Source: an optimization exercise on an open RTL-to-GDS flow (aim: small area). Production flows keep margins and buffers that such runs may drop. Function was checked by simulation only, so behaviour that the tests miss may differ from the original. Power is estimated from default activity; no workload was simulated.

==> run G <==
// ts4231_ctrl
module ts4231_ctrl(clk, rst, tick_us, tick_ms, cmd_valid, cmd, e_in, d_in, e_oe, e_out, d_oe, d_out, busy, res_valid, res_ok, res_status, res_bus, res_data, configured);
Settings: LEC_CHECK=0, CAP_MARGIN=5, CORE_MARGIN=2, CORE_UTILIZATION=65, SLEW_MARGIN=5; clock period 10.0 ns.
standard.sh (not shown) runs the stock make flow with config.mk's settings and CLKGATE_MAP_FILE= SYNTH_SCRIPT=/design/flow/synth_recipe.tcl, a recipe that flattens the netlist after the stock synthesis.
==> flow/flow/run.sh <==
#!/bin/bash
set -euo pipefail
export BUFFER_PORTS_ARGS="-buffer_cell sky130_fd_sc_hd__buf_1"
export GPL_KEEP_OVERFLOW=0
export CTS_ARGS="-sink_clustering_enable -repair_clock_nets -dont_use_dummy_load -buf_list sky130_fd_sc_hd__clkbuf_8 -root_buf sky130_fd_sc_hd__clkbuf_8"
bash standard.sh > orfs_make.log 2>&1
==> run D: changes against run G <==
==> flow/flow/run.sh (replaced) <==
#!/bin/bash
set -euo pipefail
export BUFFER_PORTS_ARGS="-buffer_cell sky130_fd_sc_hd__buf_1"
export GPL_KEEP_OVERFLOW=0
export CTS_ARGS="-sink_clustering_enable -repair_clock_nets -dont_use_dummy_load -buf_list \"sky130_fd_sc_hd__clkbuf_4 sky130_fd_sc_hd__clkbuf_8\" -root_buf sky130_fd_sc_hd__clkbuf_8"
bash standard.sh > orfs_make.log 2>&1
==> results.sh <==
export IMPL_grt_max_degree=30
export IMPL_met3_usage_pct=5.96
export IMPL_initial_core_util_pct=67.6
export IMPL_endpoint="d_out"
export IMPL_root_buffer="clkbuf_8"
export IMPL_rsz0062_at_grt="no"
export IMPL_fin_crit_sh_pct=44.1
export IMPL_status="no timing/DRC/antenna violations"
export IMPL_synth_top_family_by_area="compound AO/OA/AOI/OAI gates"
export IMPL_slowest_stage="dfxtp_1"
[end of results for run G]
==> results.sh <==
export IMPL_synth_top_family_by_area="compound AO/OA/AOI/OAI gates"
export IMPL_fin_crit_sh_pct=44.1
export IMPL_grt_max_degree=30
export IMPL_slowest_stage="dfxtp_1"
export IMPL_status="no timing/DRC/antenna violations"
[end of results for run D]

==> quartz <==
Another version of the RTL of ts4231_ctrl (not shown whole).
==> flow/config.mk <==
export PLATFORM = sky130hd
export DESIGN_NAME = ts4231_ctrl
export DESIGN_NICKNAME = ts4231_ctrl
export VERILOG_FILES = /design/flow/design.v
export SDC_FILE = /design/flow/constraint.sdc
export NUM_CORES = 4
export LEC_CHECK = 0
export CAP_MARGIN = 5
export CORE_MARGIN = 2
export CORE_UTILIZATION = 65
export SLEW_MARGIN = 5
==> flow/constraint.sdc <==
create_clock -name core_clock -period 10.0 [get_ports {clk}]
set_input_delay 2.0000 -clock core_clock [delete_from_list [all_inputs] [get_ports {clk}]]
set_output_delay 2.0000 -clock core_clock [all_outputs]
set_load 0.01 [all_outputs]
==> flow/flow/run.sh <==
#!/bin/bash
set -euo pipefail
export BUFFER_PORTS_ARGS="-buffer_cell sky130_fd_sc_hd__buf_1"
export GPL_KEEP_OVERFLOW=0
export CTS_ARGS="-sink_clustering_enable -repair_clock_nets -dont_use_dummy_load -buf_list sky130_fd_sc_hd__clkbuf_16 -root_buf sky130_fd_sc_hd__clkbuf_16 -sink_clustering_size 50 -sink_clustering_max_diameter 500"
bash standard.sh > orfs_make.log 2>&1
==> inputs of maple, as changes to quartz <==
==> flow/flow/run.sh (replaced) <==
#!/bin/bash
set -euo pipefail
export BUFFER_PORTS_ARGS="-buffer_cell sky130_fd_sc_hd__buf_1"
export GPL_KEEP_OVERFLOW=0
export CTS_ARGS="-sink_clustering_enable -repair_clock_nets -dont_use_dummy_load -buf_list sky130_fd_sc_hd__clkbuf_8 -root_buf sky130_fd_sc_hd__clkbuf_8"
bash standard.sh > orfs_make.log 2>&1
==> comparison <==
Sequential power is about the same in maple and quartz.
Of quartz and maple, quartz has the higher maximum frequency (gap 0.88%, measured against maple).
Of quartz and maple, quartz has the higher via count (gap 1.2%, measured against maple).
Between maple and quartz, the lower sequential share of layout area is in quartz (gap 0.39 points).
Area after synthesis is the same in maple and quartz.
In combinational power, maple and quartz hardly differ.
Synthesized cell count is the same in maple and quartz.
In quartz the clock power is larger than in maple, by about 50%.
Of maple and quartz, quartz has the higher global-route usage (gap 0.17 points).
Of quartz and maple, quartz has the higher first-iteration DRC count (gap about 20%, measured against maple).
Between maple and quartz, the lower design area is in maple (gap 1.5%, measured against quartz).

## re-timing with driven ports
Ports are ideal in the flow. The routed layouts listed here were re-timed in OpenROAD. Step 1 assumes that a clkbuf_16 drives the clock port and a buf_2 every other input. Step 2 also shifts input and output timing later by t, the mid clock arrival at the registers, as if the neighbouring blocks saw the same clock. a / b / c = ideal ports / drivers / drivers and shift; a / b = the first two.
run | t, ns | setup slack, ns | slew at the worst register clock pin (ns) | worst slew at a driven data input, ns
run G | 0.316 | 5.590 / 5.564 / 5.591 | 0.08 / 0.08 | 0.05
run D | 0.316 | 5.590 / 5.564 / 5.591 | 0.08 / 0.08 | 0.05
quartz | 0.312 | 5.117 / 5.083 / 4.858 | 0.06 / 0.06 | 0.03
maple | 0.321 | 5.074 / 5.045 / 4.873 | 0.08 / 0.08 | 0.04
After both steps setup and hold are still met in every run listed. For quartz, which loses most, drivers alone change the setup slack by -0.034 ns; drivers and shift together by -0.259 ns.
